Background: an optimization exercise with open tools, aiming at a short achievable clock period and few clock cycles. Do not read the settings as production practice. Where RTL was checked, it was by simulation tests only, not by an equivalence proof against the original. The RTL of runs 1 and 2 was laid out without a check of its function. Power and IR drop assume default switching activity.

==> flow/run.sh <==
#!/bin/bash
# synth_recipe.tcl (not shown) runs the flow's synth.tcl, then flattens the netlist and writes it again
# the make line also repeats each setting of config.mk as NAME=value (left out here)
make -C /OpenROAD-flow-scripts/flow DESIGN_CONFIG=/design/flow/config.mk WORK_HOME=/design/flow/orfs CLKGATE_MAP_FILE= SYNTH_SCRIPT=/design/flow/synth_recipe.tcl finish
==> flow/config.mk <==
export PLATFORM = sky130hd
export DESIGN_NAME = acb_bitstream
export DESIGN_NICKNAME = acb_bitstream
export VERILOG_FILES = /design/flow/design.v
export SDC_FILE = /design/flow/constraint.sdc
export NUM_CORES = 4
export LEC_CHECK = 0
export CAP_MARGIN = 20
export CORE_MARGIN = 2
export CORE_UTILIZATION = 40
export SLEW_MARGIN = 20
==> flow/constraint.sdc <==
create_clock -name core_clock -period 10.0 [get_ports {clk}]
set_input_delay 2.0000 -clock core_clock [delete_from_list [all_inputs] [get_ports {clk}]]
set_output_delay 2.0000 -clock core_clock [all_outputs]
set_load 0.01 [all_outputs]
==> flow/design.v <==
module acb_bitstream (
    input  wire        clk,
    input  wire        rst,
    input  wire        start,
    input  wire [3:0]  op,
    input  wire [7:0]  imm,
    input  wire [31:0] arg0,
    output reg         done,
    output wire [31:0] res0,
    output reg  [2:0]  err_code,
    output reg  [31:0] err_info,
    output wire [15:0] bs_pos,
    output wire [12:0] bs_len,
    output wire [11:0] bsb_raddr,
    input  wire [7:0]  bsb_rdata,
    output wire        bsb_we,
    output wire [11:0] bsb_waddr,
    output wire [7:0]  bsb_wdata
);
    localparam [16:0] BIT_CAP  = 17'd32768;
    localparam [3:0] OP_CLEAR     = 4'd0,
                     OP_GETPOS    = 4'd1,
                     OP_SETPOS    = 4'd2,
                     OP_READ      = 4'd3,
                     OP_PEEK      = 4'd4,
                     OP_WRITE     = 4'd5,
                     OP_ALIGN     = 4'd6,
                     OP_READBYTE  = 4'd7,
                     OP_WRITEBYTE = 4'd8;
    localparam [2:0] E_NONE       = 3'd0,
                     E_INVALIDARG = 3'd1,
                     E_ILLEGAL    = 3'd2,
                     E_UNEXPEND   = 3'd3,
                     E_CAPACITY   = 3'd5;
    localparam [3:0] S_IDLE = 4'd0,    
                     S_W    = 4'd1,    
                     S_SL0  = 4'd2,    
                     S_RW   = 4'd3,    
                     S_SWZ  = 4'd4,    
                     S_SWF  = 4'd5,    
                     S_SWB  = 4'd6,    
                     S_SWR1 = 4'd7,    
                     S_SWR2 = 4'd8,    
                     S_SWE  = 4'd9;    
    reg [3:0]  state;
    reg [15:0] pos;         
    reg [12:0] len;         
    reg [7:0]  tail;        
    reg        tailv;
    assign bs_pos = pos;
    assign bs_len = len;
    wire idle = (state == S_IDLE);
    reg [3:0]  cop;
    reg [7:0]  cn;
    reg [31:0] carg;
    reg [15:0] opos;        
    reg [63:0] ring;        
    reg [12:0] rhi;         
    reg [12:0] rnext;       
    reg        pend;        
    wire [127:0] ring2 = {ring, ring};
    wire [63:0]  x64   = ring2[127 - pos[5:0] -: 64];
    wire [30:0]  X     = x64[63:33];
    wire [2:0]  o      = pos[2:0];
    wire [12:0] k0     = pos[15:3];
    wire [12:0] palk   = pos[15:3] + {12'd0, (pos[2:0] != 3'd0)};    
    wire [15:0] pal    = {palk[12:0], 3'b000};
    wire [15:0] pal8   = pal + 16'd8;
    wire [17:0] rdiff  = {2'b00, rhi, 3'b000} - {2'b00, pos};
    wire [17:0] ldiff  = {2'b00, len, 3'b000} - {2'b00, pos};
    wire [17:0] cdiff  = {1'b0, BIT_CAP} - {2'b00, pos};
    wire [4:0]  ravl   = rdiff[17] ? 5'd0 : ((rdiff[16:5] != 0) ? 5'd31 : rdiff[4:0]);
    wire [4:0]  lavl   = ldiff[17] ? 5'd0 : ((ldiff[16:5] != 0) ? 5'd31 : ldiff[4:0]);
    wire [4:0]  cavl   = (cdiff[16:5] != 0) ? 5'd31 : cdiff[4:0];
    wire [4:0]  rdavl  = (ravl < lavl) ? ravl : lavl;
    wire        rb_ok  = (palk < len) && (palk < rhi);
    wire [7:0]  rbyte  = ring[63 - {palk[2:0], 3'b000} -: 8];
    wire        at_len  = (k0 == len);
    wire        at_last = (k0 + 13'd1 == len) && tailv;
    wire        wfast   = at_len || at_last;
    wire [7:0]  wold    = at_last ? tail : 8'h00;
    wire [7:0]  omask   = 8'hFF >> o;
    wire        wb_ok   = (palk == len) && (palk < 13'd4096);
    wire [4:0]  n      = imm[4:0];
    wire        n_ok   = (imm[7:5] == 3'd0) && (n != 5'd0);
    wire        go_r   = n_ok && (n <= rdavl);
    wire        go_w   = n_ok && (n <= cavl) && wfast;
    wire [6:0]  plo    = {1'b0, pos[5:0]} + {2'b00, n};
    wire [9:0]  phi1   = pos[15:6] + 10'd1;
    wire [15:0] pos_n  = {(plo[6] ? phi1 : pos[15:6]), plo[5:0]};
    wire [5:0]  om1    = {3'b000, o} - 6'd1;
    wire [5:0]  q      = om1 + {1'b0, n};
    wire [2:0]  lsh    = ~q[2:0];                 
    wire [12:0] laddr  = k0 + {10'd0, q[5:3]};
    wire [5:0]  c39    = 6'd39 - om1;             
    wire [5:0]  wsa    = c39 - {1'b0, n};
    wire        wb1    = (q[5:3] == 3'd0);        
    reg  [30:0] Y;
    reg  [2:0]  yfs;
    function [30:0] coarse;
        input [30:0] x;
        input [1:0]  s;
        coarse = x >> {s, 3'b000};
    endfunction
    assign res0 = {1'b0, Y >> yfs};
    reg        we;
    reg [11:0] waddr;
    reg [7:0]  w8;         
    reg [1:0]  wsh;        
    reg [7:0]  wm;         
    reg [7:0]  wo;         
    wire [7:0] wdata = ((w8 << {wsh, 1'b0}) & wm) | wo;
    assign bsb_we    = we;
    assign bsb_waddr = waddr;
    assign bsb_wdata = wdata;
    reg [30:0] wv;         
    reg [5:0]  wsar;       
    reg [2:0]  wcnt;       
    reg        wfirst;     
    reg [7:0]  wmask0;     
    reg [7:0]  wold0;      
    reg [12:0] wk0;        
    reg [39:0] F;
    wire [39:0] Fc = {9'd0, wv} << wsar;
    reg        srd;        
    reg [12:0] sk;         
    reg [15:0] sbp;        
    reg [4:0]  sn;
    reg [2:0]  snb;        
    reg        sfirst;
    reg        rpeek;      
    reg        rbyt;       
    assign bsb_raddr = srd ? sk[11:0] : rnext[11:0];
    wire [12:0] s_palk = opos[15:3] + {12'd0, (opos[2:0] != 3'd0)};
    wire [16:0] s_pal8 = {1'b0, s_palk, 3'b000} + 17'd8;
    wire [16:0] s_pn   = {1'b0, opos} + {12'd0, cn[4:0]};
    wire [16:0] s_lenb = {1'b0, len, 3'b000};
    wire        arg_big = (carg > {15'd0, BIT_CAP});
    wire [2:0]  so     = sbp[2:0];
    wire [6:0]  sq     = {4'd0, so} + {2'd0, sn} - 7'd1;    
    wire [5:0]  ssa    = 6'd39 - sq[5:0];
    wire [15:0] spn    = sbp + {11'd0, sn};
    wire [7:0]  fbyte  = F[39:32] & (sfirst ? (8'hFF >> so) : 8'hFF);
    wire [12:0] rlim   = pos[15:3] + 13'd8;
    wire        fetch  = (idle || state == S_RW) && (rnext < rlim);
    integer i;
    always @(posedge clk) begin
        if (rst) begin
            state    <= S_IDLE;
            done     <= 1'b0;
            err_code <= E_NONE;
            err_info <= 32'd0;
            pos      <= 16'd0;
            len      <= 13'd0;
            tail     <= 8'd0;
            tailv    <= 1'b0;
            rhi      <= 13'd0;
            rnext    <= 13'd0;
            pend     <= 1'b0;
            we       <= 1'b0;
            srd      <= 1'b0;
            wfirst   <= 1'b0;
        end else begin
            done <= 1'b0;
            we   <= 1'b0;
            srd  <= 1'b0;
            if (pend) begin
                for (i = 0; i < 8; i = i + 1)
                    if (rhi[2:0] == i[2:0]) ring[63 - 8*i -: 8] <= bsb_rdata;
                rhi <= rhi + 13'd1;
            end
            pend <= fetch;
            if (fetch) rnext <= rnext + 13'd1;
            case (state)
                S_IDLE: begin
                    cop  <= op;
                    cn   <= imm;
                    carg <= arg0;
                    opos <= pos;
                    err_code <= E_NONE;
                    case (op)
                        OP_GETPOS:   begin Y <= {15'd0, pos}; yfs <= 3'd0; end
                        OP_READBYTE: begin Y <= {23'd0, rbyte}; yfs <= 3'd0; end
                        default:     begin Y <= coarse(X, ~n[4:3]); yfs <= ~n[2:0]; end
                    endcase
                    if (op == OP_WRITEBYTE) begin
                        waddr <= palk[11:0];
                        w8    <= arg0[7:0];
                        wsh   <= 2'd0;
                        wm    <= 8'hFF;
                        wo    <= 8'h00;
                        wcnt  <= 3'd0;
                    end else begin
                        waddr <= laddr[11:0];
                        w8    <= lsh[0] ? {arg0[6:0], 1'b0} : arg0[7:0];
                        wsh   <= lsh[2:1];
                        wm    <= wb1 ? omask : 8'hFF;
                        wo    <= wb1 ? wold : 8'h00;
                        wcnt  <= q[5:3];
                    end
                    wv     <= arg0[30:0];
                    wsar   <= wsa;
                    wmask0 <= omask;
                    wold0  <= wold;
                    wk0    <= k0;
                    if (start) begin
                        case (op)
                            OP_CLEAR: begin
                                pos   <= 16'd0;
                                len   <= 13'd0;
                                tailv <= 1'b0;
                                rhi   <= 13'd0;
                                rnext <= 13'd0;
                                pend  <= 1'b0;
                                done  <= 1'b1;
                            end
                            OP_GETPOS: done <= 1'b1;
                            OP_ALIGN: begin
                                pos  <= pal;
                                done <= 1'b1;
                            end
                            OP_READ, OP_PEEK: begin
                                if (op == OP_READ) pos <= pos_n;
                                if (go_r) done <= 1'b1;
                                else state <= S_SL0;
                            end
                            OP_READBYTE: begin
                                pos <= pal8;
                                if (rb_ok) done <= 1'b1;
                                else state <= S_SL0;
                            end
                            OP_WRITE: begin
                                pos <= pos_n;
                                if (go_w) begin
                                    we     <= 1'b1;
                                    wfirst <= 1'b1;
                                    state  <= S_W;
                                end else state <= S_SL0;
                            end
                            OP_WRITEBYTE: begin
                                pos <= pal8;
                                if (wb_ok) begin
                                    we     <= 1'b1;
                                    wfirst <= 1'b1;
                                    state  <= S_W;
                                end else state <= S_SL0;
                            end
                            default: state <= S_SL0;    
                        endcase
                    end
                end
                S_W: begin
                    pend  <= 1'b0;
                    rhi   <= pos[15:3];
                    rnext <= pos[15:3];
                    wfirst <= 1'b0;
                    if (wfirst) begin
                        len   <= {1'b0, waddr} + 13'd1;
                        tail  <= wdata;
                        tailv <= 1'b1;
                        F     <= Fc << 8;
                        w8    <= Fc[39:32];
                        wm    <= wmask0;
                        wo    <= wold0;
                        waddr <= wk0[11:0];
                    end else begin
                        F     <= F << 8;
                        w8    <= F[39:32];
                        wm    <= 8'hFF;
                        wo    <= 8'h00;
                        waddr <= waddr + 12'd1;
                    end
                    wsh <= 2'd0;
                    if (wcnt == 3'd0) begin
                        done  <= 1'b1;
                        state <= S_IDLE;
                    end else begin
                        we   <= 1'b1;
                        wcnt <= wcnt - 3'd1;
                    end
                end
                S_SL0: begin
                    pos   <= opos;
                    rpeek <= (cop == OP_PEEK);
                    rbyt  <= (cop == OP_READBYTE);
                    case (cop)
                        OP_SETPOS: begin
                            if (arg_big) begin
                                err_code <= E_INVALIDARG;
                                err_info <= carg;
                            end else begin
                                pos   <= carg[15:0];
                                rhi   <= carg[15:3];
                                rnext <= carg[15:3];
                                pend  <= 1'b0;
                            end
                            done  <= 1'b1;
                            state <= S_IDLE;
                        end
                        OP_READ, OP_PEEK: begin
                            state <= S_IDLE;
                            done  <= 1'b1;
                            if (cn > 8'd31) begin
                                err_code <= E_INVALIDARG;
                                err_info <= {24'd0, cn};
                            end else if (cn == 8'd0) begin
                                Y   <= 31'd0;
                                yfs <= 3'd0;
                            end else if (s_pn > s_lenb) begin
                                err_code <= E_UNEXPEND;
                                err_info <= {16'd0, opos};
                            end else begin
                                done  <= 1'b0;
                                state <= S_RW;
                            end
                        end
                        OP_READBYTE: begin
                            if (s_pal8 > s_lenb) begin
                                err_code <= E_UNEXPEND;
                                err_info <= {16'd0, opos};
                                done  <= 1'b1;
                                state <= S_IDLE;
                            end else state <= S_RW;
                        end
                        OP_WRITE: begin
                            state <= S_IDLE;
                            done  <= 1'b1;
                            if (cn > 8'd31) begin
                                err_code <= E_INVALIDARG;
                                err_info <= {24'd0, cn};
                            end else if (s_pn > BIT_CAP) begin
                                err_code <= E_CAPACITY;
                                err_info <= {16'd0, opos};
                            end else if (cn != 8'd0) begin
                                done  <= 1'b0;
                                sbp   <= opos;
                                sn    <= cn[4:0];
                                wv    <= carg[30:0];
                                state <= S_SWZ;
                            end
                        end
                        OP_WRITEBYTE: begin
                            if (s_pal8 > BIT_CAP) begin
                                err_code <= E_CAPACITY;
                                err_info <= {16'd0, opos};
                                done  <= 1'b1;
                                state <= S_IDLE;
                            end else begin
                                sbp   <= {s_palk[12:0], 3'b000};
                                sn    <= 5'd8;
                                wv    <= {23'd0, carg[7:0]};
                                state <= S_SWZ;
                            end
                        end
                        default: begin
                            err_code <= E_ILLEGAL;
                            err_info <= {28'd0, cop};
                            done  <= 1'b1;
                            state <= S_IDLE;
                        end
                    endcase
                end
                S_RW: begin
                    if (rbyt) begin
                        if (rb_ok) begin
                            Y   <= {23'd0, rbyte};
                            yfs <= 3'd0;
                            pos <= pal8;
                            done  <= 1'b1;
                            state <= S_IDLE;
                        end
                    end else begin
                        if (cn[4:0] <= ravl) begin
                            Y   <= coarse(X, ~cn[4:3]);
                            yfs <= ~cn[2:0];
                            if (!rpeek) pos <= pos + {11'd0, cn[4:0]};
                            done  <= 1'b1;
                            state <= S_IDLE;
                        end
                    end
                end
                S_SWZ: begin
                    pend  <= 1'b0;
                    rhi   <= pos[15:3];
                    rnext <= pos[15:3];
                    if (len < sbp[15:3]) begin
                        we    <= 1'b1;
                        waddr <= len[11:0];
                        w8    <= 8'h00;
                        wsh   <= 2'd0;
                        wm    <= 8'h00;
                        wo    <= 8'h00;
                        len   <= len + 13'd1;
                        tail  <= 8'h00;
                        tailv <= 1'b1;
                    end else begin
                        state <= S_SWF;
                    end
                    wsar <= ssa;
                    snb  <= sq[5:3];
                    sk   <= sbp[15:3];
                    sfirst <= 1'b1;
                end
                S_SWF: begin
                    pend  <= 1'b0;
                    F     <= Fc;
                    state <= S_SWB;
                end
                S_SWB: begin
                    pend  <= 1'b0;
                    rhi   <= pos[15:3];
                    rnext <= pos[15:3];
                    if (sk < len) begin
                        srd   <= 1'b1;
                        state <= S_SWR1;
                    end else begin
                        we    <= 1'b1;
                        waddr <= sk[11:0];
                        w8    <= fbyte;
                        wsh   <= 2'd0;
                        wm    <= 8'hFF;
                        wo    <= 8'h00;
                        tail  <= fbyte;
                        tailv <= 1'b1;
                        len   <= sk + 13'd1;
                        sfirst <= 1'b0;
                        F   <= F << 8;
                        sk  <= sk + 13'd1;
                        snb <= snb - 3'd1;
                        if (snb == 3'd0) state <= S_SWE;
                    end
                end
                S_SWR1: begin
                    pend  <= 1'b0;
                    state <= S_SWR2;
                end
                S_SWR2: begin
                    pend  <= 1'b0;
                    we    <= 1'b1;
                    waddr <= sk[11:0];
                    w8    <= fbyte;
                    wsh   <= 2'd0;
                    wm    <= 8'hFF;
                    wo    <= bsb_rdata;
                    if (sk + 13'd1 == len) begin
                        tail  <= fbyte | bsb_rdata;
                        tailv <= 1'b1;
                    end
                    sfirst <= 1'b0;
                    F   <= F << 8;
                    sk  <= sk + 13'd1;
                    snb <= snb - 3'd1;
                    if (snb == 3'd0) state <= S_SWE;
                    else state <= S_SWB;
                end
                S_SWE: begin
                    pend  <= 1'b0;
                    pos   <= spn;
                    rhi   <= spn[15:3];
                    rnext <= spn[15:3];
                    done  <= 1'b1;
                    state <= S_IDLE;
                end
                default: state <= S_IDLE;
            endcase
        end
    end
endmodule
==> results of run 1 <==
==> metrics by stage <==
| stage | cell area [µm²] | cells | worst slack, ns | hold slack [ns] |
|---|---|---|---|---|
| floorplan | 39000 | 4365 | 1.86 | 0.445 |
| finish | 44000 | 5731 | 2.38 | 0.478 |
| global route | 44000 | 5729 | 1.99 | 0.513 |
| global placement | 42300 | 5636 | 2.57 | 0.440 |
| detailed placement | 42300 | 5636 | 2.62 | 0.466 |
| CTS | 44000 | 5729 | 2.58 | 0.481 |
==> synthesized netlist by cell type, drive strengths merged (59+ instances only) <==
| master | instances | share of area, % |
|---|---|---|
| a211oi | 75 | 1.4 |
| a21o | 59 | 1.1 |
| a21oi | 250 | 3.2 |
| a22oi | 67 | 1.3 |
| buf | 86 | 1.1 |
| clkbuf | 221 | 2.1 |
| dfxtp | 108 | 5.5 |
| edfxtp | 331 | 25 |
| ha | 206 | 6.6 |
| inv | 160 | 1.5 |
| mux2 | 95 | 2.7 |
| mux2i | 141 | 3.6 |
| mux4 | 132 | 7.6 |
| nand2 | 535 | 5.2 |
| nand3 | 148 | 1.9 |
| nor2 | 337 | 3.2 |
| nor3 | 77 | 1.0 |
| o21ai | 260 | 3.3 |
| xnor2 | 153 | 3.4 |
| xor2 | 59 | 1.3 |
==> worst reg2reg max path, delay by kind of cell, from the launching register on <==
family,cells,cell delay (ns)
DFF,1,0.31
adders and majority gates,3,1.12
buffers and inverters,3,1.13
AOI/OAI and AO/OA,13,2.85
and+or+nand+nor,9,2.11
==> flip-flops by register name (all words and copies together) (netlist names), 11 cells and up <==
signal    flops
F            40
Y            31
carg         32
err_info     32
len          13
pos          16
rhi          13
ring         64
rnext        13
sbp          16
sk           13
waddr        12
wk0          11
wv           31
==> logic make-up after synthesis <==
| logic type | after synthesis |
|---|---|
| muxes | 368 |
| buffers and inverters | 475 |
| and+or+nand+nor | 1438 |
| other | 1 |
| adders and majority gates | 214 |
| AOI/OAI and AO/OA | 1214 |
| DFF | 439 |
| xor gates and xnor gates | 216 |
==> layout make-up <==
class	count	area, µm²
fill	9416	52700
multi-input combinational	3451	25200
sequential	439	12100
timing repair buffer	302	2720
tap	1276	1600
clock buffer	59	1330
inverter	168	631
clock inverter	34	355
antenna	2	5.00
==> path summary, 6_finish.rpt <==
kind	end	depth (start not counted)	slack, ns	from
setup reg to reg	state[1]	28	2.38	pos[3]
setup / recovery	state[1]	28	2.38	pos[3]
hold reg to reg	err_code[1]	2	0.48	err_code[1]
hold / removal	err_code[1]	2	0.48	err_code[1]
==> power by group through the flow <==
stage / Clock (W) / Combinational [W] / Sequential [W]
after global routing: 0.00202 / 0.0144 / 0.00318
after floorplan: 0 / 0.00886 / 0.00292
after global placement: 0 / 0.0131 / 0.00314
after detailed placement: 0 / 0.0130 / 0.00315
after CTS: 0.00195 / 0.0131 / 0.00312
final: 0.00194 / 0.0135 / 0.00314
==> metal layers <==
metal,global-route usage [%],up-vias
met5,0,-
met4,14.7,6
met3,6.10,413
met1,44.9,18145
met2,47.2,2335
li1,-,16684
==> results.toml, run 1 <==
[timing]
report.final.slew_viol_count = 0
hold_violations = 0
finalSetupViolCount = 0
tightest_slew_ns = 1.33
period_minus_slack_ns = 7.62
fin_setup_tns_ns = 0
fin_worst_skew_ns = 0.0386
fmax_mhz = 131
slew_headroom_pct = 10.9
rsz0062_at_grt = "no"
fin_crit_sh_pct = 76.2

[power_and_ir_drop]
ir_drop_v = 0.000254
p_leak_nw = 16.2
cellPowerDensity_nw_per_um2 = 422
p_seq_share_pct = 16.9
switching_power_w = 0.00978
switching_share_pct = 52.7
p_comb_share_pct = 72.6
intPower_w = 0.00878
fin_total_pwr_w = 0.0186
clkPwrFrac_pct = 10.4

[grt]
grt_max_degree = 82
grt_pass1_vias = 34959
grt-ovfl-total = 0
track_usage_pct = 31.9
antenna_found_initial = 4
grt_pass1_wl_mm = 238

[route]
met1_length_mm = 67.3
antenna_left = 0
firstDrtPassIters = 6
wl_met3_mm = 17.7
drt_iter0_drc = 5167
top_layer_used = "met5"
routedWlPerCell_um = 28.6
drc = 0
routed_wl_mm = 164
dr_wl_met2_mm = 70.0
dr_total_vias = 37583
vias_per_cell = 6.56

[critical_path]
crit_type = "reg2reg"
path_max_fanout = 31
critPathRequiredTime_ns = 10.54
start_kind = "register"
crit_family = "compound AO/OA/AOI/OAI gates"
worst_path_max_delay_cell = "nor4_1"
cp_common_cell = "ha_1"
critPathArrivalTime_ns = 8.16
crit_path_end_kind = "register"
critPathBufInv = 3
max_stage_delay_ns = 0.71

[yosys]
synth-simple-area-share_pct = 17.2
synth_top_family_by_area = "compound AO/OA/AOI/OAI gates"
netlist_instances = 4365
synth_fa_ha_area_share_pct = 7.01
async_flop_share_pct = 0
syn_nets = 4634
synthXorXnorAreaFrac_pct = 4.99
syn_area_um2 = 39000
seq_area_frac_synth_pct = 31.0
synth_compound_area_share_pct = 21.0
ys.flop_type = "edfxtp_1"
synth.distinct_cells = 100
synth.area.mux_share_pct = 14.0
syn_avg_cell_area_um2 = 8.94
synth_edf_count = 331
synth_warnings = 1
synth_seq_cells = 439

[final_layout]
utilization_pct = 45.5
area_growth_pct = 12.6
layout_common_cells = "nand2_1, nor2_1, edfxtp_1"
nets = 4681
layout_commonest_cell = "nand2_1"
drive_gt1_share_pct = 11.4

[clocking]
cts_buffers = 50
path_clk_slew_ns = 0.07
htree_levels = 2
cts_resized = 0
cts_buffer_depth = 3
clk_latency_ns = 0.65
cts-hold-fix-buffers = 0
clkSinkCount = 439
postCtsSetupBuffers = 0
cts_tree = "done"
cts_root_buf = "clkbuf_16"

[place]
gp_congestion = 1.01
hpwlAfterDp_mm = 123
port_buffers = 183

[floorplanning]
fp.dieArea_um2 = 100000
io_pins = 185
start_util_pct = 40.4
die_h_um = 316
coreArea_um2 = 96700
std_cell_rows = 114
dieWidth_um = 316

[min_path]
hold_class = "reg2reg"

[run]
drv_cap = 0

[run_status]
status = "timing/DRC/antenna clean"
==> inputs of run 2 (changes only) <==
--- a/flow/config.mk
+++ b/flow/config.mk
@@ -10,2 +10,3 @@
 export CORE_UTILIZATION = 40
+export SETUP_SLACK_MARGIN = 5
 export SLEW_MARGIN = 20
==> run 2 against run 1 <==
Against the previous run: cell count is 2.2% higher; combinational power up about 10%; hold slack worse by 0.0053 ns; critical path type unchanged; sequential power about the same; wire length grew 4.2%; synthesized cell count is the same; cell area rose by 5.3%; power is 7.1% higher; non-clock buffer count rose by 127; setup slack improved by 2.2 ns; utilization grew 2.4 points.
==> results.toml, run 2 <==
[yosys]
syn_nets = 4634
synth.distinct_cells = 100
synth_area_leaders = "edfxtp_1, mux4_2, ha_1"
synth_seq_cells = 439
syn_area_um2 = 39000
synth_top_area_share_pct = 25.5
netlist_instances = 4365
seq_area_frac_synth_pct = 31.0
synth_warnings = 1
async_flop_share_pct = 0
synth_edf_count = 331
synth_top_area_cell = "edfxtp_1"
ys.flop_type = "edfxtp_1"
syn_avg_cell_area_um2 = 8.94
yosysMostFrequentCell = "nand2_1"
ys_top_cells_by_count = "nand2_1, nor2_1, edfxtp_1"

[floorplanning]
start_util_pct = 40.4
std_cell_rows = 114
fp.dieArea_um2 = 100000
coreArea_um2 = 96700
dieWidth_um = 316
die_h_um = 316
io_pins = 185

[final_layout]
layout_common_cells = "nand2_1, edfxtp_1, nor2_1"
largest_reg_flops = 64
nets = 4811
diodes = 0
reg_top3 = "ring: 64 flops, F: 40 flops"
top_register = "ring"
drive_gt1_share_pct = 17.9
area_growth_pct = 18.6
layout_commonest_cell = "nand2_1"
fin_cells = 5858

[critical_path]
max_stage_delay_ns = 0.42
critPathBufInv = 3
crit_path_end_kind = "register"
crit_family = "compound AO/OA/AOI/OAI gates"
worst_path_max_delay_cell = "nor4_4"
path_max_fanout = 4
crit_type = "reg2reg"
start_kind = "register"
critPathArrivalTime_ns = 5.95
critPathRequiredTime_ns = 10.52

[grt]
track_usage_pct = 32.9
antenna_found_initial = 10
grt_max_degree = 75
grt-ovfl-total = 0
grt_pass1_wl_mm = 245
grt_pass1_vias = 35301

[route]
routedWlPerCell_um = 29.1
antenna_left = 0
dr_total_vias = 38624
drt_iter0_drc = 5429
firstDrtPassIters = 8
routed_wl_mm = 171
drc = 0
vias_per_cell = 6.59

[timing]
setup_ws_ns = 4.57
hold_ws_ns = 0.473
tightest_slew_ns = 1.22
fin_crit_sh_pct = 54.3
slew_headroom_pct = 18.5
fin_worst_skew_ns = 0.0524
period_minus_slack_ns = 5.43
fin_setup_tns_ns = 0
fmax_mhz = 184
hold_violations = 0
finalSetupViolCount = 0
report.final.slew_viol_count = 0
rsz0062_at_grt = "yes"

[min_path]
hold_class = "reg2reg"

[place]
gp_congestion = 1.02
dp.cells = 5627
hpwlAfterDp_mm = 125
port_buffers = 183
post-place-ws_ns = 3.30

[clocking]
cts-hold-fix-buffers = 0
cts_tree = "done"
htree_levels = 2
cts_root_buf = "clkbuf_16"
path_clk_slew_ns = 0.07
clkSinkCount = 439
cts_buffer_depth = 3
cts_buffers = 51
clk_latency_ns = 0.66

[power_and_ir_drop]
p_leak_nw = 17.1
ir_drop_v = 0.000293
cellPowerDensity_nw_per_um2 = 429

[run]
drv_cap = 0

[run_status]
status = "timing/DRC/antenna clean"
==> run 2: cell counts after synthesis <==
No cell type changed its count.
==> run 2: stage by stage <==
step / util [%] / power (W) / cell area, µm²
after CTS: 46.9 / 0.0187 / 45400
final: 47.9 / 0.0199 / 46300
after floorplan: - / 0.0120 / 39500
after global placement: 43.8 / 0.0162 / 42400
after detailed placement: 43.8 / 0.0162 / 42400
after global routing: 47.9 / 0.0209 / 46300
==> run 2: final timing paths <==
| kind | startpoint | end | slack [ns] | cells past startpoint |
|---|---|---|---|---|
| hold / removal | err_code[1] | err_code[1] | 0.47 | 2 |
| hold reg to reg | err_code[1] | err_code[1] | 0.47 | 2 |
| setup / recovery | pos[10] | state[1] | 4.57 | 28 |
| setup reg to reg | pos[10] | state[1] | 4.57 | 28 |
==> run 2: per-layer routing <==
| metal | vias up | GRT usage [%] | share of wire [%] |
|---|---|---|---|
| met5 | - | 0 | 0.040 |
| met4 | 12 | 15.5 | 5.7 |
| met2 | 2391 | 48.1 | 42 |
| met1 | 18850 | 46.4 | 41 |
| li1 | 16931 | - | - |
| met3 | 440 | 6.93 | 11 |
==> run 2: kinds of logic (layout without fill, tap and decap cells) <==
kind of cell / count (synthesis) / count (layout) / synth area share (%)
AOI/OAI and AO/OA: 1214 / 1214 / 21.0
buffers and inverters: 475 / 692 / 4.82
muxes: 368 / 368 / 14.0
other: 1 / 1 / 0.00961
and+or+nand+nor: 1438 / 1438 / 17.2
adders and majority gates: 214 / 214 / 7.01
DFF: 439 / 439 / 31.0
xor gates and xnor gates: 216 / 216 / 4.99
==> run 2: tightest hold or removal path, delay by kind of cell (launching register included) <==
family | cells | cell delay (ns)
flops | 1 | 0.32
compound gates | 1 | 0.05
simple gates | 1 | 0.06
==> run 2: final cells by class <==
| class | count | area (µm²) |
|---|---|---|
| inverter | 168 | 714 |
| multi-input combinational | 3451 | 26400 |
| fill | 9253 | 50400 |
| timing repair inverter | 2 | 32.5 |
| tap | 1276 | 1600 |
| clock inverter | 31 | 277 |
| timing repair buffer | 429 | 3860 |
| clock buffer | 62 | 1330 |
| sequential | 439 | 12200 |
==> run 2: repair_timing <==
| action | in CTS | in global routing |
|---|---|---|
| resized for setup | 161 | 107 |
| buffers inserted | 81 | 54 |
| endpoints found under the setup margin | 206 | 102 |
| pin swaps | 48 | 49 |
| endpoints found under the hold margin | 0 | 0 |
| cloned | 2 | 1 |
==> run 2: report_power, final <==
| group | internal (W) | switching [W] | total, W |
|---|---|---|---|
| clock | 0.000986 | 0.000856 | 0.00184 |
| sequential | 0.00260 | 0.000550 | 0.00315 |
| combinational | 0.00598 | 0.00892 | 0.0149 |
| total | 0.00956 | 0.0103 | 0.0199 |
==> inputs of run 3 (changes only) <==
--- a/flow/design.v
+++ b/flow/design.v
@@ -43,3 +43,4 @@
                      S_SWR2 = 4'd8,    
-                     S_SWE  = 4'd9;    
+                     S_SWE  = 4'd9,    
+                     S_SLA  = 4'd10;   
     reg [3:0]  state;
@@ -68,10 +69,9 @@
     wire [15:0] pal8   = pal + 16'd8;
-    wire [17:0] rdiff  = {2'b00, rhi, 3'b000} - {2'b00, pos};
-    wire [17:0] ldiff  = {2'b00, len, 3'b000} - {2'b00, pos};
-    wire [17:0] cdiff  = {1'b0, BIT_CAP} - {2'b00, pos};
-    wire [4:0]  ravl   = rdiff[17] ? 5'd0 : ((rdiff[16:5] != 0) ? 5'd31 : rdiff[4:0]);
-    wire [4:0]  lavl   = ldiff[17] ? 5'd0 : ((ldiff[16:5] != 0) ? 5'd31 : ldiff[4:0]);
-    wire [4:0]  cavl   = (cdiff[16:5] != 0) ? 5'd31 : cdiff[4:0];
-    wire [4:0]  rdavl  = (ravl < lavl) ? ravl : lavl;
-    wire        rb_ok  = (palk < len) && (palk < rhi);
+    wire [3:0]  d4     = rhi[3:0] - k0[3:0];
+    wire        dneg   = (d4 == 4'hF);
+    wire [6:0]  rbits  = {d4[3:0], 3'b000} - {4'd0, o};
+    wire [4:0]  ravl   = (dneg || d4 == 4'd0) ? 5'd0 :
+                         ((rbits[6:5] != 2'd0) ? 5'd31 : rbits[4:0]);
+    wire        capfar = ~pos[15] && (pos[14:5] != 10'h3FF);
+    wire        rb_ok  = !dneg && (d4 > {3'd0, (o != 3'd0)});
     wire [7:0]  rbyte  = ring[63 - {palk[2:0], 3'b000} -: 8];
@@ -85,4 +85,4 @@
     wire        n_ok   = (imm[7:5] == 3'd0) && (n != 5'd0);
-    wire        go_r   = n_ok && (n <= rdavl);
-    wire        go_w   = n_ok && (n <= cavl) && wfast;
+    wire        go_r   = n_ok && (n <= ravl);
+    wire        go_w   = n_ok && capfar && wfast;
     wire [6:0]  plo    = {1'b0, pos[5:0]} + {2'b00, n};
@@ -134,6 +134,10 @@
     wire [12:0] s_palk = opos[15:3] + {12'd0, (opos[2:0] != 3'd0)};
-    wire [16:0] s_pal8 = {1'b0, s_palk, 3'b000} + 17'd8;
     wire [16:0] s_pn   = {1'b0, opos} + {12'd0, cn[4:0]};
     wire [16:0] s_lenb = {1'b0, len, 3'b000};
-    wire        arg_big = (carg > {15'd0, BIT_CAP});
+    reg  [16:0] r_pn, r_pal8;
+    reg  [12:0] r_palk;
+    reg  [17:0] r_ld;       
+    reg  [16:0] r_cd;       
+    reg         f_nbig, f_nzero, f_ue_r, f_ue_rb, f_cap_w, f_cap_wb, f_argbig;
+    reg  [15:0] spn;
     wire [2:0]  so     = sbp[2:0];
@@ -141,6 +145,7 @@
     wire [5:0]  ssa    = 6'd39 - sq[5:0];
-    wire [15:0] spn    = sbp + {11'd0, sn};
     wire [7:0]  fbyte  = F[39:32] & (sfirst ? (8'hFF >> so) : 8'hFF);
-    wire [12:0] rlim   = pos[15:3] + 13'd8;
-    wire        fetch  = (idle || state == S_RW) && (rnext < rlim);
+    wire [3:0]  k0f    = (state == S_SLA) ? opos[6:3] : k0[3:0];
+    wire [3:0]  rdn    = rnext[3:0] - k0f;          
+    wire        fetch  = (idle || state == S_RW || state == S_SLA || state == S_SL0) && (rdn[3] == 1'b0 || rdn == 4'hF) &&
+                         (rnext < len);
     integer i;
@@ -179,2 +184,6 @@
                     opos <= pos;
+                    r_palk <= palk;
+                    r_pal8 <= {1'b0, pal8};
+                    r_ld   <= {2'b00, len, 3'b000} - {2'b00, pos};
+                    r_cd   <= BIT_CAP - {1'b0, pos};
                     err_code <= E_NONE;
@@ -224,3 +233,3 @@
                                 if (go_r) done <= 1'b1;
-                                else state <= S_SL0;
+                                else state <= S_SLA;
                             end
@@ -229,3 +238,3 @@
                                 if (rb_ok) done <= 1'b1;
-                                else state <= S_SL0;
+                                else state <= S_SLA;
                             end
@@ -237,3 +246,3 @@
                                     state  <= S_W;
-                                end else state <= S_SL0;
+                                end else state <= S_SLA;
                             end
@@ -245,5 +254,5 @@
                                     state  <= S_W;
-                                end else state <= S_SL0;
+                                end else state <= S_SLA;
                             end
-                            default: state <= S_SL0;    
+                            default: state <= S_SLA;    
                         endcase
@@ -281,4 +290,15 @@
                 end
+                S_SLA: begin
+                    pos      <= opos;
+                    r_pn     <= s_pn;
+                    f_nbig   <= (cn > 8'd31);
+                    f_nzero  <= (cn == 8'd0);
+                    f_ue_r   <= r_ld[17] || ({13'd0, cn[4:0]} > r_ld);
+                    f_ue_rb  <= (r_pal8 > s_lenb);
+                    f_cap_w  <= ({12'd0, cn[4:0]} > r_cd);
+                    f_cap_wb <= (r_pal8 > BIT_CAP);
+                    f_argbig <= (carg > {15'd0, BIT_CAP});
+                    state    <= S_SL0;
+                end
                 S_SL0: begin
-                    pos   <= opos;
                     rpeek <= (cop == OP_PEEK);
@@ -287,3 +307,3 @@
                         OP_SETPOS: begin
-                            if (arg_big) begin
+                            if (f_argbig) begin
                                 err_code <= E_INVALIDARG;
@@ -302,9 +322,9 @@
                             done  <= 1'b1;
-                            if (cn > 8'd31) begin
+                            if (f_nbig) begin
                                 err_code <= E_INVALIDARG;
                                 err_info <= {24'd0, cn};
-                            end else if (cn == 8'd0) begin
+                            end else if (f_nzero) begin
                                 Y   <= 31'd0;
                                 yfs <= 3'd0;
-                            end else if (s_pn > s_lenb) begin
+                            end else if (f_ue_r) begin
                                 err_code <= E_UNEXPEND;
@@ -312,4 +332,10 @@
                             end else begin
-                                done  <= 1'b0;
-                                state <= S_RW;
+                                Y   <= coarse(X, ~cn[4:3]);
+                                yfs <= ~cn[2:0];
+                                if (cn[4:0] <= ravl) begin
+                                    if (cop == OP_READ) pos <= r_pn[15:0];
+                                end else begin
+                                    done  <= 1'b0;
+                                    state <= S_RW;
+                                end
                             end
@@ -317,3 +343,5 @@
                         OP_READBYTE: begin
-                            if (s_pal8 > s_lenb) begin
+                            Y   <= {23'd0, rbyte};
+                            yfs <= 3'd0;
+                            if (f_ue_rb) begin
                                 err_code <= E_UNEXPEND;
@@ -322,2 +350,6 @@
                                 state <= S_IDLE;
+                            end else if (rb_ok) begin
+                                pos   <= r_pal8[15:0];
+                                done  <= 1'b1;
+                                state <= S_IDLE;
                             end else state <= S_RW;
@@ -327,9 +359,9 @@
                             done  <= 1'b1;
-                            if (cn > 8'd31) begin
+                            if (f_nbig) begin
                                 err_code <= E_INVALIDARG;
                                 err_info <= {24'd0, cn};
-                            end else if (s_pn > BIT_CAP) begin
+                            end else if (f_cap_w) begin
                                 err_code <= E_CAPACITY;
                                 err_info <= {16'd0, opos};
-                            end else if (cn != 8'd0) begin
+                            end else if (!f_nzero) begin
                                 done  <= 1'b0;
@@ -342,3 +374,3 @@
                         OP_WRITEBYTE: begin
-                            if (s_pal8 > BIT_CAP) begin
+                            if (f_cap_wb) begin
                                 err_code <= E_CAPACITY;
@@ -348,3 +380,3 @@
                             end else begin
-                                sbp   <= {s_palk[12:0], 3'b000};
+                                sbp   <= {r_palk[12:0], 3'b000};
                                 sn    <= 5'd8;
@@ -364,6 +396,6 @@
                     if (rbyt) begin
+                        Y   <= {23'd0, rbyte};
+                        yfs <= 3'd0;
                         if (rb_ok) begin
-                            Y   <= {23'd0, rbyte};
-                            yfs <= 3'd0;
-                            pos <= pal8;
+                            pos   <= r_pal8[15:0];
                             done  <= 1'b1;
@@ -372,6 +404,6 @@
                     end else begin
+                        Y   <= coarse(X, ~cn[4:3]);
+                        yfs <= ~cn[2:0];
                         if (cn[4:0] <= ravl) begin
-                            Y   <= coarse(X, ~cn[4:3]);
-                            yfs <= ~cn[2:0];
-                            if (!rpeek) pos <= pos + {11'd0, cn[4:0]};
+                            if (!rpeek) pos <= r_pn[15:0];
                             done  <= 1'b1;
@@ -385,2 +417,3 @@
                     rnext <= pos[15:3];
+                    spn <= sbp + {11'd0, sn};
                     if (len < sbp[15:3]) begin
==> flow/flow/run.sh (new file) <==
#!/bin/bash
# Standard ORFS layout, with repair_timing aiming past the clock period.
set -euo pipefail
bash standard.sh SETUP_SLACK_MARGIN=7 finish > flow_standard.log 2>&1
==> flow/standard.sh (new file) <==
#!/bin/bash
# synth_recipe.tcl (not shown) runs the flow's synth.tcl, then flattens the netlist and writes it again
# the make line also repeats each setting of config.mk as NAME=value (left out here)
make -C /OpenROAD-flow-scripts/flow DESIGN_CONFIG=/design/flow/config.mk WORK_HOME=/design/flow/orfs CLKGATE_MAP_FILE= SYNTH_SCRIPT=/design/flow/synth_recipe.tcl "${@:-finish}"
--- a/flow/config.mk
+++ b/flow/config.mk
@@ -10,3 +10,2 @@
 export CORE_UTILIZATION = 40
-export SETUP_SLACK_MARGIN = 5
 export SLEW_MARGIN = 20
removed: flow/run.sh
==> run 3 against run 2 <==
Against the previous run: still clean; die area down 0.28%; area after synthesis down 0.29%; global-route usage is 2.8 points higher; combinational power increased by 24%; sequential power rose by 23%; clock power up 27%; largest cell class unchanged; highest routed layer unchanged.
==> results.toml, run 3 <==
[run_status]
status = "timing/DRC/antenna clean"

[timing]
finalSetupViolCount = 0
rsz0062_at_grt = "yes"
hold_ws_ns = 0.457
fmax_mhz = 215
slew_headroom_pct = 16.5
tightest_slew_ns = 1.25
fin_setup_tns_ns = 0
fin_crit_sh_pct = 46.4
fin_worst_skew_ns = 0.0583
period_minus_slack_ns = 4.64
report.final.slew_viol_count = 0
hold_violations = 0

[route]
routed_wl_mm = 191
routedWlPerCell_um = 31.6
firstDrtPassIters = 11
vias_per_cell = 6.76
drt_iter0_drc = 6776
drc = 0
dr_total_vias = 40885
antenna_left = 0

[critical_path]
path_max_fanout = 5
cp_common_cell = "nor2b_4"
critPathBufInv = 5
critPathArrivalTime_ns = 5.24
max_stage_delay_ns = 0.45
crit_family = "compound AO/OA/AOI/OAI gates"
critPathRequiredTime_ns = 10.59
crit_path_end_kind = "register"
crit_chain = "clkinvlp_4 > ha_4 > nor2b_4 > o21ai_2 > buf_4 > a21oi_4 > nor2b_4 > buf_6 > a31oi_4 > o22a_4 > o21ai_4 > ha_4 > nor2b_4 > o21a_1 > o21ai_2 > a21oi_4 > buf_12 > o41ai_4 > a31o_4 > buf_12 > nand3_4 > or3_4 > o31ai_4"
crit_type = "reg2reg"
worst_path_max_delay_cell = "or3_4"
rrSetupSlack_ns = 5.36
start_kind = "register"

[yosys]
synth_top_area_cell = "edfxtp_1"
synth_edf_count = 426
synth_area_leaders = "edfxtp_1, mux4_2, dfxtp_1"
ys.flop_type = "edfxtp_1"
async_flop_share_pct = 0
netlist_instances = 4083
syn_nets = 4299
seq_area_frac_synth_pct = 38.0
synth_top_area_share_pct = 32.9
syn_area_um2 = 38900
syn_avg_cell_area_um2 = 9.53
yosysMostFrequentCell = "nand2_1"
synth.distinct_cells = 114
synth_seq_cells = 525
synth_warnings = 1
ys_top_cells_by_count = "nand2_1, edfxtp_1, nor2_1"

[power_and_ir_drop]
p_leak_nw = 20.9
cellPowerDensity_nw_per_um2 = 443
ir_drop_v = 0.000243

[final_layout]
top_register = "ring"
area_growth_pct = 43.2
fillers = 7929
reg_top3 = "ring: 64 flops, F: 40 flops"
layout_commonest_cell = "nand2_1"
nets = 4934
layout_common_cells = "nand2_1, edfxtp_1, buf_4"
largest_reg_flops = 64
drive_gt1_share_pct = 39.5

[clocking]
path_clk_slew_ns = 0.07
clk_latency_ns = 0.71
cts_tree = "done"
htree_levels = 2
cts_buffers = 60
cts-hold-fix-buffers = 0
clkSinkCount = 525
cts_root_buf = "clkbuf_16"
cts_buffer_depth = 3

[min_path]
hold_class = "reg2reg"

[floorplanning]
die_h_um = 316
dieWidth_um = 316
io_pins = 185
fp.dieArea_um2 = 99800
std_cell_rows = 114
coreArea_um2 = 96600
start_util_pct = 40.3

[grt]
antenna_found_initial = 11
grt_pass1_wl_mm = 262
grt-ovfl-total = 0
grt_max_degree = 68
track_usage_pct = 35.8
grt_pass1_vias = 37199

[place]
gp_congestion = 1.01
port_buffers = 183
hpwlAfterDp_mm = 121

[run]
drv_cap = 0
==> run 3: worst paths after layout <==
| kind | start | endpoint | cells past startpoint |
|---|---|---|---|
| worst max-delay path | pos[4] | pos[10] | 23 |
| worst min-delay path | err_code[0] | err_code[0] | 1 |
| worst max register to register | pos[4] | pos[10] | 23 |
| worst min register to register | err_code[0] | err_code[0] | 1 |
==> run 3: kinds of logic after synthesis <==
family          Yosys count  synth area share, %
simple gates           1321                 15.8
fa+ha+maj               162                 5.37
other cells               1              0.00963
xor+xnor                194                 4.38
buf+inv                 427                 4.61
compound gates         1078                 18.9
mux                     375                 13.0
flops                   525                 38.0
==> run 3: layout make-up <==
type                            instances  area, µm²  share of cell area [%]
Multi-Input combinational cell       3140      27100                    48.6
Sequential cell                       525      14900                    26.8
Timing Repair Buffer                  836       9270                    16.6
Clock buffer                           70       1610                    2.89
Tap cell                             1276       1600                    2.86
Inverter                              149        726                    1.30
Clock inverter                         44        460                   0.826
Timing Repair inverter                  6       57.6                   0.103
Antenna cell                            2       5.00                 0.00898
==> run 3: timing repair <==
item / 4_1_cts / 5_1_grt
gates cloned: 46 / 13
setup buffers: 356 / 171
gates resized for setup: 1408 / 451
pin swaps: 212 / 205
endpoints found under the setup margin: 778 / 510
==> run 3: per-layer routing <==
layer / track usage (%) / vias to the layer above / part of all wire (%)
met4: 20.6 / 10 / 7.9
met5: 0 / - / 0.031
met2: 51.5 / 3363 / 41
met1: 47.6 / 19765 / 37
met3: 10.6 / 925 / 14
li1: - / 16822 / -
==> run 3: through the flow <==
stage	worst slack [ns]	power [W]	cell area [µm²]	util, %	instances
5_1_grt	5.23	0.0254	55800	57.7	6046
3_5_place_dp	4.21	0.0156	43000	44.6	5345
2_1_floorplan	5.24	0.0121	40700	-	4083
4_1_cts	5.57	0.0213	52000	53.8	5861
6_report	5.36	0.0247	55800	57.7	6048
3_3_place_gp	4.27	0.0155	43000	44.5	5343
==> run 3: power by group <==
group          leakage, nW  internal, W  switching, W
Clock                0.986      0.00128       0.00106
Sequential            4.81      0.00330      0.000593
Combinational         15.1      0.00818        0.0103
Total                 20.9       0.0128        0.0119
Testbench counts of run 3, summed over its fixed seeds: cycles 11,935.

## afterwards: timing with drivers on the ports
Ports are ideal in the flow. The routed layouts listed here were re-timed in OpenROAD. Step 1: set_driving_cell puts a clkbuf_16 on clk and a buf_2 on each other input, an assumption about the parent block. Step 2 adds t to the input delays and takes it off the output delays; t is the mean of the earliest and latest rising clock arrival at the registers after step 1. Input paths then give back, and output paths get back, about the clock's delay inside the block. a / b / c = ideal / step 1 / step 2; a / b = the first two.
run	shift t [ns]	setup slack, ns	worst setup path after step 2	latest minus earliest clock arrival (ns)
run 1	0.701	2.375 / 2.375 / 2.375	register to register	0.042 / 0.042
run 2	0.718	4.573 / 4.573 / 4.317	input to register	0.052 / 0.053
run 3	0.763	5.356 / 5.356 / 4.966	input to register	0.062 / 0.062
After both steps every run listed still meets setup and hold. The setup slack of run 3, which loses most, moves by 0.000 ns with the drivers and by -0.390 ns with both steps.
